This design comes from an exercise in tuning for small area on the open sky130 flow, not from production work.
Only simulation tests tie the RTL to the original design; equivalence was not proved.
Power and IR drop assume default switching activity.

## JK
==> flow/design.v (excerpt) <==
module iotkv_core (
    input  wire        clk,
    input  wire        rst,
    input  wire [15:0] cfg_pin_i,
    input  wire        tick_i,
    input  wire        lim_closed_i,
    input  wire        lim_open_i,
    input  wire [3:0]  kp_sense_i,
    output wire [3:0]  kp_sense_o,
    output wire        kp_sense_oe,
    input  wire [3:0]  kp_scan_i,
    output wire [3:0]  kp_scan_o,
    output wire        kp_scan_oe,
    input  wire        bus_ev_valid_i,
    input  wire [2:0]  bus_ev_kind_i,
    input  wire [7:0]  bus_ev_data_i,
    output wire        bus_tx_valid_o,
    output wire [7:0]  bus_tx_data_o,
    output wire [7:0]  duty_open_o,
    output wire [7:0]  duty_close_o,
    output wire [6:0]  door_state_o,
    output wire [15:0] drop_count_o
);
    reg       tk_d1;
    reg       tk_d2;
    reg       tk_cl;
    reg       tk_ol;
    reg       tk_present;
    reg [1:0] tk_col;
    wire tick_step = tk_d2;
    always @(posedge clk) begin
        tk_d1 <= tick_i;
        if (rst) tk_d2 <= 1'b0;
        else     tk_d2 <= tk_d1;
        if (tick_i) begin
            tk_cl      <= lim_closed_i;
            tk_ol      <= lim_open_i;
            tk_present <= (kp_sense_i != 4'b1111);
            tk_col     <= !kp_sense_i[0] ? 2'd0 :
                          !kp_sense_i[1] ? 2'd1 :
                          !kp_sense_i[2] ? 2'd2 :
                          !kp_sense_i[3] ? 2'd3 : 2'd0;
        end
    end
    wire cl_edge, cl_press, ol_edge, ol_press;
    iotkv_debounce u_db_cl (
        .clk(clk), .rst(rst), .sample_en(tick_step), .s(tk_cl),
        .edge_valid(cl_edge), .pressed(cl_press)
    );
    iotkv_debounce u_db_ol (
        .clk(clk), .rst(rst), .sample_en(tick_step), .s(tk_ol),
        .edge_valid(ol_edge), .pressed(ol_press)
    );
    wire       key_valid;
    wire       key_digit;
    wire       key_hash;
    wire [3:0] key_value;
    wire       scanning;
    iotkv_keypad u_kp (
        .clk(clk), .rst(rst), .step_en(tick_step),
        .present(tk_present), .col(tk_col), .scan(kp_scan_i),
        .scanning(scanning), .key_valid(key_valid),
        .key_digit(key_digit), .key_hash(key_hash), .key_value(key_value)
    );
    wire role_swapped = scanning && (tk_d1 || tk_d2);
    assign kp_scan_oe  = !role_swapped;
  ...
Size in the first run: roughly 750 cells after synthesis, ~5400 um2 of cells after synthesis.
Settings: LEC_CHECK=0, CAP_MARGIN=20, CORE_MARGIN=2, CORE_UTILIZATION=40, SLEW_MARGIN=20; clock period 15.0 ns.
standard.sh (not shown) runs the stock make flow with config.mk's settings and CLKGATE_MAP_FILE= SYNTH_SCRIPT=/design/flow/synth_recipe.tcl, a recipe that flattens the netlist after the stock synthesis.
==> flow/flow/run.sh <==
#!/bin/bash
# ORFS layout with four changes:
#  - after the standard synthesis, the combinational logic is mapped again
#    by ABC with several area scripts, and the smallest result is kept
#    (registers untouched, see resynth.ys); if none works, the standard
#    netlist is kept;
#  - port buffers use the smallest buffer cell;
#  - the constant outputs share one tie cell;
#  - clock-tree synthesis uses clkbuf_8 and no dummy loads.
# Each tool's output goes to its own log file here.
set -euo pipefail
export BUFFER_PORTS_ARGS="-buffer_cell sky130_fd_sc_hd__buf_1"
export CTS_ARGS="-sink_clustering_enable -sink_clustering_size 50 -sink_clustering_max_diameter 200 -sink_clustering_levels 1 -repair_clock_nets -buf_list sky130_fd_sc_hd__clkbuf_8 -dont_use_dummy_load"
export SKIP_REPAIR_TIE_FANOUT=1

WORK=$(pwd)
ORFS_WORK=$(grep -o 'WORK_HOME=[^ ]*' standard.sh | head -1 | cut -d= -f2)
RES=$ORFS_WORK/results/${FLOW_PLATFORM}/iotkv_core/base
LIB=$FLOW_HOME/platforms/${FLOW_PLATFORM}/lib/sky130_fd_sc_hd__tt_025C_1v80.lib
YOSYS=$(command -v yosys || echo "$FLOW_HOME/../tools/install/yosys/bin/yosys")

bash standard.sh synth > log_synth.txt 2>&1
cp "$RES/1_2_yosys.v" "$WORK/standard_netlist.v"

python3 flow/comb_lib.py "$LIB" "$WORK/comb.lib" > log_comb_lib.txt 2>&1
DONTUSE="-dont_use sky130_fd_sc_hd__probe_p_8 -dont_use sky130_fd_sc_hd__probec_p_8 -dont_use sky130_fd_sc_hd__lpflow_*"
mkdir -p resynth
names=""
while read -r name cmds; do
  [ -z "$name" ] && continue
  echo "$cmds" | tr ';' '\n' | sed 's/^ *//' > "resynth/$name.abc"
  sed -e "s#COMBLIB#$WORK/comb.lib#" -e "s#LIBFILE#$LIB#g" -e "s#NETIN#$WORK/standard_netlist.v#" \
      -e "s#NETOUT#$WORK/resynth/$name.v#" -e "s#STATOUT#$WORK/resynth/$name.stat#" \
      -e "s#TOPNAME#$FLOW_TOP#" -e "s#SCRIPT#$WORK/resynth/$name.abc#" -e "s#DONTUSE#$DONTUSE#" \
      flow/resynth.ys > "resynth/$name.ys"
  "$YOSYS" -l "log_resynth_$name.txt" -q "resynth/$name.ys" > /dev/null 2>&1 &
  names="$names resynth/$name"
done < flow/abc_scripts.txt
wait
python3 flow/pick.py $names > log_pick.txt 2>&1
best=$(sed -n 's/^best //p' log_pick.txt)
if [ -n "$best" ] && [ "$best" != none ]; then
  cp "$WORK/$best.v" "$RES/1_2_yosys.v"
  rm -f "$RES/1_synth.odb"
  bash standard.sh synth > log_synth_odb.txt 2>&1
fi
for step in floorplan place cts route finish; do
  bash standard.sh "$step" > "log_${step}.txt" 2>&1
done
==> flow/flow/abc_scripts.txt <==
b4 &get -n; &st; &syn2; &dch -f; &nf -a; &put; strash; dch; map -a; topo; dnsize
Other scripts of this flow, unchanged in this note and not shown: flow/flow/comb_lib.py, flow/flow/pick.py, flow/flow/resynth.ys
Input-level comparison between MS and JK:
diff --git a/flow/flow/run.sh b/flow/flow/run.sh
--- a/flow/flow/run.sh
+++ b/flow/flow/run.sh
@@ -11,5 +11,5 @@
 set -euo pipefail
 export BUFFER_PORTS_ARGS="-buffer_cell sky130_fd_sc_hd__buf_1"
-export CTS_ARGS="-sink_clustering_enable -sink_clustering_size 50 -sink_clustering_max_diameter 200 -sink_clustering_levels 1 -repair_clock_nets -buf_list sky130_fd_sc_hd__clkbuf_8 -dont_use_dummy_load"
+export CTS_ARGS="-sink_clustering_enable -repair_clock_nets -buf_list sky130_fd_sc_hd__clkbuf_8 -dont_use_dummy_load"
 export SKIP_REPAIR_TIE_FANOUT=1
 
==> flow/flow/abc_scripts.txt <==
c1 &get -n; &st; &syn2; &dch -f; &nf -a; &put; strash; dch; map -a; strash; dch -f; map -a; topo; dnsize
b4 &get -n; &st; &syn2; &dch -f; &nf -a; &put; strash; dch; map -a; topo; dnsize
a2 strash; dch; map -a; strash; dch; map -a; topo; dnsize
b3 strash; dch; map -a; strash; dch; map -a; strash; dch; map -a; strash; dch; map -a; topo; dnsize
c5 &get -n; &st; &syn2; &dch -f; &nf -a -p; &put; strash; dch; map -a; topo; dnsize
a3 &get -n; &st; &dch; &nf -a; &put
ds0 strash; &get -n; &deepsyn -T 40 -S 0; &put; dch; map -a; topo; dnsize
ds1 strash; &get -n; &deepsyn -T 40 -S 1; &put; dch; map -a; topo; dnsize
ds2 strash; &get -n; &deepsyn -T 40 -S 2; &dch -f; &nf -a; &put; strash; dch; map -a; topo; dnsize
ds3 strash; &get -n; &deepsyn -T 40 -S 3; &put; dch; map -a; strash; dch; map -a; topo; dnsize
ds7 strash; &get -n; &deepsyn -T 40 -S 7; &put; dch; map -a; topo; dnsize
[summary]
In MS the non-clock buffer count turned out about 4% lower than in JK.
[compare] base=JK new=MS: utilization lost 0.27 points, via count fell by 462, routed wire length went down, area of all placed cells without fillers fell by about 6%.
As of MS, standard-cell row count had fallen by a few percent compared to JK.
[compare] base=JK new=MS: count of inverters not on the clock network in the layout went up 8; sequential share of layout area now sits higher; worst hold slack now sits higher.
Summary: with JK as the reference, power in MS moved up by more than half.


Starting RTL as in the previous note.
export LEC_CHECK = 0
export CAP_MARGIN = 20
export CORE_MARGIN = 2
export CORE_UTILIZATION = 40
export SLEW_MARGIN = 20
create_clock -name core_clock -period 15.0 [get_ports {clk}]
==> flow/flow/run.sh <==
#!/bin/bash
# ORFS layout with three changes:
#  - after the standard synthesis, the combinational logic is mapped again
#    by ABC with several area scripts, and the smallest result is kept
#    (registers untouched, see resynth.ys); if none works, the standard
#    netlist is kept;
#  - port buffers use the smallest buffer cell;
#  - clock-tree synthesis uses clkbuf_8 and no dummy loads.
# Each tool's output goes to its own log file here.
set -euo pipefail
export BUFFER_PORTS_ARGS="-buffer_cell sky130_fd_sc_hd__buf_1"
export CTS_ARGS="-sink_clustering_enable -repair_clock_nets -buf_list {sky130_fd_sc_hd__clkbuf_4 sky130_fd_sc_hd__clkbuf_8} -dont_use_dummy_load"

WORK=$(pwd)
ORFS_WORK=$(grep -o 'WORK_HOME=[^ ]*' standard.sh | head -1 | cut -d= -f2)
RES=$ORFS_WORK/results/${FLOW_PLATFORM}/iotkv_core/base
LIB=$FLOW_HOME/platforms/${FLOW_PLATFORM}/lib/sky130_fd_sc_hd__tt_025C_1v80.lib
YOSYS=$(command -v yosys || echo "$FLOW_HOME/../tools/install/yosys/bin/yosys")

bash standard.sh synth > log_synth.txt 2>&1
cp "$RES/1_2_yosys.v" "$WORK/standard_netlist.v"

python3 flow/comb_lib.py "$LIB" "$WORK/comb.lib" > log_comb_lib.txt 2>&1
DONTUSE="-dont_use sky130_fd_sc_hd__probe_p_8 -dont_use sky130_fd_sc_hd__probec_p_8 -dont_use sky130_fd_sc_hd__lpflow_*"
mkdir -p resynth
names=""
while read -r name cmds; do
  [ -z "$name" ] && continue
  echo "$cmds" | tr ';' '\n' | sed 's/^ *//' > "resynth/$name.abc"
  sed -e "s#COMBLIB#$WORK/comb.lib#" -e "s#LIBFILE#$LIB#g" -e "s#NETIN#$WORK/standard_netlist.v#" \
      -e "s#NETOUT#$WORK/resynth/$name.v#" -e "s#STATOUT#$WORK/resynth/$name.stat#" \
      -e "s#TOPNAME#$FLOW_TOP#" -e "s#SCRIPT#$WORK/resynth/$name.abc#" -e "s#DONTUSE#$DONTUSE#" \
      flow/resynth.ys > "resynth/$name.ys"
  "$YOSYS" -l "log_resynth_$name.txt" -q "resynth/$name.ys" > /dev/null 2>&1 &
  names="$names resynth/$name"
done < flow/abc_scripts.txt
wait
python3 flow/pick.py $names > log_pick.txt 2>&1
best=$(sed -n 's/^best //p' log_pick.txt)
if [ -n "$best" ] && [ "$best" != none ]; then
  cp "$WORK/$best.v" "$RES/1_2_yosys.v"
  rm -f "$RES/1_synth.odb"
  bash standard.sh synth > log_synth_odb.txt 2>&1
fi
for step in floorplan place cts route finish; do
  bash standard.sh "$step" > "log_${step}.txt" 2>&1
done
==> flow/flow/abc_scripts.txt <==
c1 &get -n; &st; &syn2; &dch -f; &nf -a; &put; strash; dch; map -a; strash; dch -f; map -a; topo; dnsize
b4 &get -n; &st; &syn2; &dch -f; &nf -a; &put; strash; dch; map -a; topo; dnsize
a2 strash; dch; map -a; strash; dch; map -a; topo; dnsize
b3 strash; dch; map -a; strash; dch; map -a; strash; dch; map -a; strash; dch; map -a; topo; dnsize
c5 &get -n; &st; &syn2; &dch -f; &nf -a -p; &put; strash; dch; map -a; topo; dnsize
a3 &get -n; &st; &dch; &nf -a; &put
Other scripts of this flow, unchanged in this note and not shown: flow/flow/comb_lib.py, flow/flow/pick.py, flow/flow/resynth.ys
Rerun with:
--- a/flow/flow/run.sh
+++ b/flow/flow/run.sh
@@ -1,4 +1,4 @@
 #!/bin/bash
-# ORFS layout with three changes:
+# ORFS layout with four changes:
 #  - after the standard synthesis, the combinational logic is mapped again
 #    by ABC with several area scripts, and the smallest result is kept
@@ -6,9 +6,11 @@
 #    netlist is kept;
 #  - port buffers use the smallest buffer cell;
+#  - the constant outputs share one tie cell;
 #  - clock-tree synthesis uses clkbuf_8 and no dummy loads.
 # Each tool's output goes to its own log file here.
 set -euo pipefail
 export BUFFER_PORTS_ARGS="-buffer_cell sky130_fd_sc_hd__buf_1"
-export CTS_ARGS="-sink_clustering_enable -repair_clock_nets -buf_list {sky130_fd_sc_hd__clkbuf_4 sky130_fd_sc_hd__clkbuf_8} -dont_use_dummy_load"
+export CTS_ARGS="-sink_clustering_enable -repair_clock_nets -buf_list sky130_fd_sc_hd__clkbuf_8 -dont_use_dummy_load"
+export SKIP_REPAIR_TIE_FANOUT=1
 
 WORK=$(pwd)
==> flow/flow/abc_scripts.txt (replaced) <==
b4 &get -n; &st; &syn2; &dch -f; &nf -a; &put; strash; dch; map -a; topo; dnsize
c5 &get -n; &st; &syn2; &dch -f; &nf -a -p; &put; strash; dch; map -a; topo; dnsize
ds3 strash; &get -n; &deepsyn -T 40 -S 3; &put; dch; map -a; strash; dch; map -a; topo; dnsize
dsa strash; &get -n; &deepsyn -T 180 -S 2; &put; dch; map -a; strash; dch; map -a; topo; dnsize
dsb strash; &get -n; &deepsyn -T 180 -S 11; &put; dch; map -a; strash; dch; map -a; topo; dnsize
dsc strash; &get -n; &deepsyn -T 90 -S 2; &deepsyn -T 90 -S 3; &put; dch; map -a; strash; dch; map -a; topo; dnsize
dsd strash; &get -n; &deepsyn -T 180 -S 5; &put; dch; map -a; strash; dch; map -a; topo; dnsize
=>
- maximum frequency rises by 7.3%
- flip-flop and latch count stays the same
- global-route usage goes up by 0.13 points
- via count goes down by 6.7%
- wire length shrinks by 7.2%
- non-clock buffer count fell by 4
- area after synthesis drops by 7.0%
- hold slack degrades by 0.012 ns
- critical path depth falls by 3
- worst setup slack gets better by 0.50 ns
Rerun with:
--- a/flow/flow/run.sh
+++ b/flow/flow/run.sh
@@ -1,4 +1,4 @@
 #!/bin/bash
-# ORFS layout with four changes:
+# ORFS layout with three changes:
 #  - after the standard synthesis, the combinational logic is mapped again
 #    by ABC with several area scripts, and the smallest result is kept
@@ -6,5 +6,4 @@
 #    netlist is kept;
 #  - port buffers use the smallest buffer cell;
-#  - the constant outputs share one tie cell;
 #  - clock-tree synthesis uses clkbuf_8 and no dummy loads.
 # Each tool's output goes to its own log file here.
==> flow/flow/abc_scripts.txt (replaced) <==
c1 &get -n; &st; &syn2; &dch -f; &nf -a; &put; strash; dch; map -a; strash; dch -f; map -a; topo; dnsize
b4 &get -n; &st; &syn2; &dch -f; &nf -a; &put; strash; dch; map -a; topo; dnsize
a2 strash; dch; map -a; strash; dch; map -a; topo; dnsize
b3 strash; dch; map -a; strash; dch; map -a; strash; dch; map -a; strash; dch; map -a; topo; dnsize
c5 &get -n; &st; &syn2; &dch -f; &nf -a -p; &put; strash; dch; map -a; topo; dnsize
a3 &get -n; &st; &dch; &nf -a; &put
Die area increases by a little under a tenth; core utilization drops by 0.46 points; clock skew goes up by 0.014 ns; design area went up by a little under a tenth; routed wire length grows by roughly a tenth; global-route usage rose by 0.84 points; synthesized area increases by a little under a tenth; worst setup slack gets worse by 0.53 ns.


## v21
iotkv_core again, from the RTL that the note above started with.
export LEC_CHECK = 0
export CAP_MARGIN = 0
export CORE_MARGIN = 2
export CORE_UTILIZATION = 40
export SLEW_MARGIN = 0
create_clock -name core_clock -period 15.0 [get_ports {clk}]
==> flow/flow/run.sh <==
#!/bin/bash
# ORFS layout with four changes:
#  - after the standard synthesis, the combinational logic is mapped again
#    by ABC with several area scripts, and the smallest result is kept
#    (registers untouched, see resynth.ys); if none works, the standard
#    netlist is kept;
#  - port buffers use the smallest buffer cell;
#  - the constant outputs share one tie cell;
#  - clock-tree synthesis uses clkbuf_8 and no dummy loads.
# Each tool's output goes to its own log file here.
set -euo pipefail
export BUFFER_PORTS_ARGS="-buffer_cell sky130_fd_sc_hd__buf_1"
export CTS_ARGS="-sink_clustering_enable -repair_clock_nets -buf_list sky130_fd_sc_hd__clkbuf_8 -dont_use_dummy_load"
export SKIP_REPAIR_TIE_FANOUT=1

WORK=$(pwd)
ORFS_WORK=$(grep -o 'WORK_HOME=[^ ]*' standard.sh | head -1 | cut -d= -f2)
RES=$ORFS_WORK/results/${FLOW_PLATFORM}/iotkv_core/base
LIB=$FLOW_HOME/platforms/${FLOW_PLATFORM}/lib/sky130_fd_sc_hd__tt_025C_1v80.lib
YOSYS=$(command -v yosys || echo "$FLOW_HOME/../tools/install/yosys/bin/yosys")

bash standard.sh synth > log_synth.txt 2>&1
cp "$RES/1_2_yosys.v" "$WORK/standard_netlist.v"

python3 flow/comb_lib.py "$LIB" "$WORK/comb.lib" > log_comb_lib.txt 2>&1
DONTUSE="-dont_use sky130_fd_sc_hd__probe_p_8 -dont_use sky130_fd_sc_hd__probec_p_8 -dont_use sky130_fd_sc_hd__lpflow_*"
mkdir -p resynth
names=""
while read -r name cmds; do
  [ -z "$name" ] && continue
  echo "$cmds" | tr ';' '\n' | sed 's/^ *//' > "resynth/$name.abc"
  sed -e "s#COMBLIB#$WORK/comb.lib#" -e "s#LIBFILE#$LIB#g" -e "s#NETIN#$WORK/standard_netlist.v#" \
      -e "s#NETOUT#$WORK/resynth/$name.v#" -e "s#STATOUT#$WORK/resynth/$name.stat#" \
      -e "s#TOPNAME#$FLOW_TOP#" -e "s#SCRIPT#$WORK/resynth/$name.abc#" -e "s#DONTUSE#$DONTUSE#" \
      flow/resynth.ys > "resynth/$name.ys"
  "$YOSYS" -l "log_resynth_$name.txt" -q "resynth/$name.ys" > /dev/null 2>&1 &
  names="$names resynth/$name"
done < flow/abc_scripts.txt
wait
python3 flow/pick.py $names > log_pick.txt 2>&1
best=$(sed -n 's/^best //p' log_pick.txt)
if [ -n "$best" ] && [ "$best" != none ]; then
  cp "$WORK/$best.v" "$RES/1_2_yosys.v"
  rm -f "$RES/1_synth.odb"
  bash standard.sh synth > log_synth_odb.txt 2>&1
fi
for step in floorplan place cts route finish; do
  bash standard.sh "$step" > "log_${step}.txt" 2>&1
done
==> flow/flow/abc_scripts.txt <==
c1 &get -n; &st; &syn2; &dch -f; &nf -a; &put; strash; dch; map -a; strash; dch -f; map -a; topo; dnsize
b4 &get -n; &st; &syn2; &dch -f; &nf -a; &put; strash; dch; map -a; topo; dnsize
a2 strash; dch; map -a; strash; dch; map -a; topo; dnsize
b3 strash; dch; map -a; strash; dch; map -a; strash; dch; map -a; strash; dch; map -a; topo; dnsize
c5 &get -n; &st; &syn2; &dch -f; &nf -a -p; &put; strash; dch; map -a; topo; dnsize
a3 &get -n; &st; &dch; &nf -a; &put
ds0 strash; &get -n; &deepsyn -T 40 -S 0; &put; dch; map -a; topo; dnsize
ds1 strash; &get -n; &deepsyn -T 40 -S 1; &put; dch; map -a; topo; dnsize
ds2 strash; &get -n; &deepsyn -T 40 -S 2; &dch -f; &nf -a; &put; strash; dch; map -a; topo; dnsize
ds3 strash; &get -n; &deepsyn -T 40 -S 3; &put; dch; map -a; strash; dch; map -a; topo; dnsize
ds7 strash; &get -n; &deepsyn -T 40 -S 7; &put; dch; map -a; topo; dnsize
Other scripts of this flow, unchanged in this note and not shown: flow/flow/comb_lib.py, flow/flow/pick.py, flow/flow/resynth.ys
Relative to v21, the following input files were edited for v23:
Settings: CAP_MARGIN now 20, was 0; SLEW_MARGIN now 20, was 0.
-- flow/flow/run.sh --
<<< v21, line 2
# ORFS layout with four changes:
>>> v23, line 2
# ORFS layout with three changes:
<<< v21, line 8
#  - the constant outputs share one tie cell;
>>> v23, line 8
<<< v21, line 14
export SKIP_REPAIR_TIE_FANOUT=1
>>> v23, line 13
-- flow/flow/abc_scripts.txt --
<<< v21, line 7
ds0 strash; &get -n; &deepsyn -T 40 -S 0; &put; dch; map -a; topo; dnsize
ds1 strash; &get -n; &deepsyn -T 40 -S 1; &put; dch; map -a; topo; dnsize
ds2 strash; &get -n; &deepsyn -T 40 -S 2; &dch -f; &nf -a; &put; strash; dch; map -a; topo; dnsize
ds3 strash; &get -n; &deepsyn -T 40 -S 3; &put; dch; map -a; strash; dch; map -a; topo; dnsize
ds7 strash; &get -n; &deepsyn -T 40 -S 7; &put; dch; map -a; topo; dnsize
>>> v23, line 7
--- outcome ---
- On number of signal-net buffers in the layout: between v21 and v23, it ends up higher for v23.
- On fmax, v23 does better than v21.
- v21 -> v23: mean area per synthesized cell decreased slightly
- v21 has lower global routing usage on met1 than v23.
- Total power after layout, v23 vs v21: down by more than a quarter
- Per the comparison of v23 with v21, clock share of power increased by 11 points relative to the old numbers, power share of the combinational group decreased by 26 points relative to the old numbers.
- Shortest clock period the worst path allows after layout: v23 < v21
- Global-route usage for v23 is lower than for v21.
- Critical path depth down 1 in v23 wrt v21
Setup changes, v23 to v46
-- flow/flow/run.sh --
<<< v23, line 2
# ORFS layout with three changes:
>>> v46, line 2
# ORFS layout with four changes:
<<< v23, line 8
>>> v46, line 8
#  - the constant outputs share one tie cell;
<<< v23, line 12
export CTS_ARGS="-sink_clustering_enable -repair_clock_nets -buf_list sky130_fd_sc_hd__clkbuf_8 -dont_use_dummy_load"
>>> v46, line 13
export CTS_ARGS="-repair_clock_nets -buf_list sky130_fd_sc_hd__clkbuf_8 -dont_use_dummy_load"
export SKIP_REPAIR_TIE_FANOUT=1
-- flow/flow/abc_scripts.txt --
<<< v23, line 7
>>> v46, line 7
ds0 strash; &get -n; &deepsyn -T 40 -S 0; &put; dch; map -a; topo; dnsize
ds1 strash; &get -n; &deepsyn -T 40 -S 1; &put; dch; map -a; topo; dnsize
ds2 strash; &get -n; &deepsyn -T 40 -S 2; &dch -f; &nf -a; &put; strash; dch; map -a; topo; dnsize
ds3 strash; &get -n; &deepsyn -T 40 -S 3; &put; dch; map -a; strash; dch; map -a; topo; dnsize
ds7 strash; &get -n; &deepsyn -T 40 -S 7; &put; dch; map -a; topo; dnsize
Findings:
- Going from v23 to v46, the sequential share of cell area was found to have gone up by 2.6 points.
- [compare] base=v23 new=v46: number of non-clock buffers -5; worst path buffer plus inverter count dropped 3; power in the clock group level; wire length lower; inserted tap cell count shrank by 4.
- Summary of v46 over v23: insertion delay to the later sink of the worst-skew pair ~0 delta, total internal power +22%, clock share of power -11 points, maximum clock frequency -2.7%.
- Of v23 and v46, the run reporting the lower post-layout minimum cycle time was v23.
The following lists how v24 was set up differently from v46:
-- flow/flow/run.sh --
<<< v46, line 13
export CTS_ARGS="-repair_clock_nets -buf_list sky130_fd_sc_hd__clkbuf_8 -dont_use_dummy_load"
>>> v24, line 13
export CTS_ARGS="-sink_clustering_enable -sink_clustering_size 40 -sink_clustering_max_diameter 300 -repair_clock_nets -buf_list sky130_fd_sc_hd__clkbuf_16 -root_buf sky130_fd_sc_hd__clkbuf_16 -dont_use_dummy_load"
==> flow/flow/abc_scripts.txt <==
b4 &get -n; &st; &syn2; &dch -f; &nf -a; &put; strash; dch; map -a; topo; dnsize
Findings:
- Summary — multi-input logic area, v24 relative to v46: higher, by about 15%.
- Comparing v24 against v46, there is no change at all in number of buffers added to fix hold violations after cts.
- Diff v24 and v46: part of the total power dissipated in the clock network higher in v24
- Against v46, v24 reports a global-route usage that is higher.
- Layout overhead on the synthesized area (lower): v46
- Of v24 and v46, the lower floorplan die area belongs to v46.
- v24 ends up with a non-clock inverter instance count of the final layout that is 8 lower than in v46.
- The setup slack of v24 is larger than that of v46.
- Switching share of total power on v24 is down relative to v46.
- Reported for v24 and v46, largest net degree at the start of global routing turned out identical to the last digit.
Changes in v55 relative to v24:
-- flow/flow/run.sh --
<<< v24, line 13
export CTS_ARGS="-sink_clustering_enable -sink_clustering_size 40 -sink_clustering_max_diameter 300 -repair_clock_nets -buf_list sky130_fd_sc_hd__clkbuf_16 -root_buf sky130_fd_sc_hd__clkbuf_16 -dont_use_dummy_load"
>>> v55, line 13
export CTS_ARGS="-sink_clustering_enable -repair_clock_nets -buf_list sky130_fd_sc_hd__clkbuf_8 -dont_use_dummy_load"
-- flow/flow/abc_scripts.txt --
<<< v24, line 2
>>> v55, line 2
ds3 strash; &get -n; &deepsyn -T 40 -S 3; &put; dch; map -a; strash; dch; map -a; topo; dnsize
dsa strash; &get -n; &deepsyn -T 180 -S 2; &put; dch; map -a; strash; dch; map -a; topo; dnsize
dsc strash; &get -n; &deepsyn -T 90 -S 2; &deepsyn -T 90 -S 3; &put; dch; map -a; strash; dch; map -a; topo; dnsize
dse strash; &get -n; &deepsyn -T 60 -S 2; &deepsyn -T 60 -S 3; &deepsyn -T 60 -S 5; &put; dch; map -a; strash; dch; map -a; topo; dnsize
dsf strash; &get -n; &deepsyn -T 90 -S 2; &deepsyn -T 90 -S 3; &deepsyn -T 90 -S 12; &put; dch; map -a; strash; dch; map -a; topo; dnsize
dsg strash; &get -n; &deepsyn -T 90 -S 2; &deepsyn -T 90 -S 5; &put; dch; map -a; strash; dch; map -a; topo; dnsize
[summary]
Final critical delay including setup and external delays, v55 and v24, higher one = v24. v55 vs v24: global-route usage down in v55. v55 vs. v24: layout cell share with drive strength beyond 1 dropped 0.17 points, total sequential power climbed about 14%, global-route wire length before repair dropped about 13%. Die area | v55 < v24. Taking v24 as the reference, in v55 relative contribution of combinational cells to total power climbed 28 points, final worst slack went up, first-iteration DRC count went down, total number of placement rows saw a decrease.

-- port drivers added, routing unchanged --
No port has a modelled driver above. Below, the same layouts with a new extraction and two added sets of constraints. Step 1 sets driving cells, clkbuf_16 on the clock port and buf_2 on the other inputs (assumed; they add their load-dependent delay and slew). Step 2 moves the port delays by t, midway between the first and last clock arrival at a register: inputs arrive t later, outputs are due t later. That takes back most of the time a late clock gives input paths. Three values: ideal ports, drivers, drivers and shift; two values: the first two.
| run | t, ns | slack for setup (ns) | hold slack, ns |
|---|---|---|---|
| JK | 0.405 | 7.519 / 7.529 / 7.124 | 0.369 / 0.369 / 0.369 |
| MS | 0.393 | 7.341 / 7.353 / 6.960 | 0.393 / 0.393 / 0.393 |
| the first run of note 2 | 0.395 | 7.548 / 7.560 / 7.165 | 0.404 / 0.404 / 0.404 |
| the second run of note 2 | 0.394 | 8.053 / 8.060 / 7.667 | 0.392 / 0.392 / 0.392 |
| the third run of note 2 | 0.405 | 7.519 / 7.529 / 7.124 | 0.369 / 0.369 / 0.369 |
| v21 | 0.393 | 7.341 / 7.353 / 6.960 | 0.393 / 0.393 / 0.393 |
| v23 | 0.395 | 7.548 / 7.560 / 7.165 | 0.404 / 0.404 / 0.404 |
| v46 | 0.393 | 7.341 / 7.353 / 6.960 | 0.393 / 0.393 / 0.393 |
| v24 | 0.381 | 7.480 / 7.494 / 7.113 | 0.382 / 0.382 / 0.382 |
| v55 | 0.394 | 8.053 / 8.060 / 7.667 | 0.392 / 0.392 / 0.392 |
After both steps every run listed still meets setup and hold.
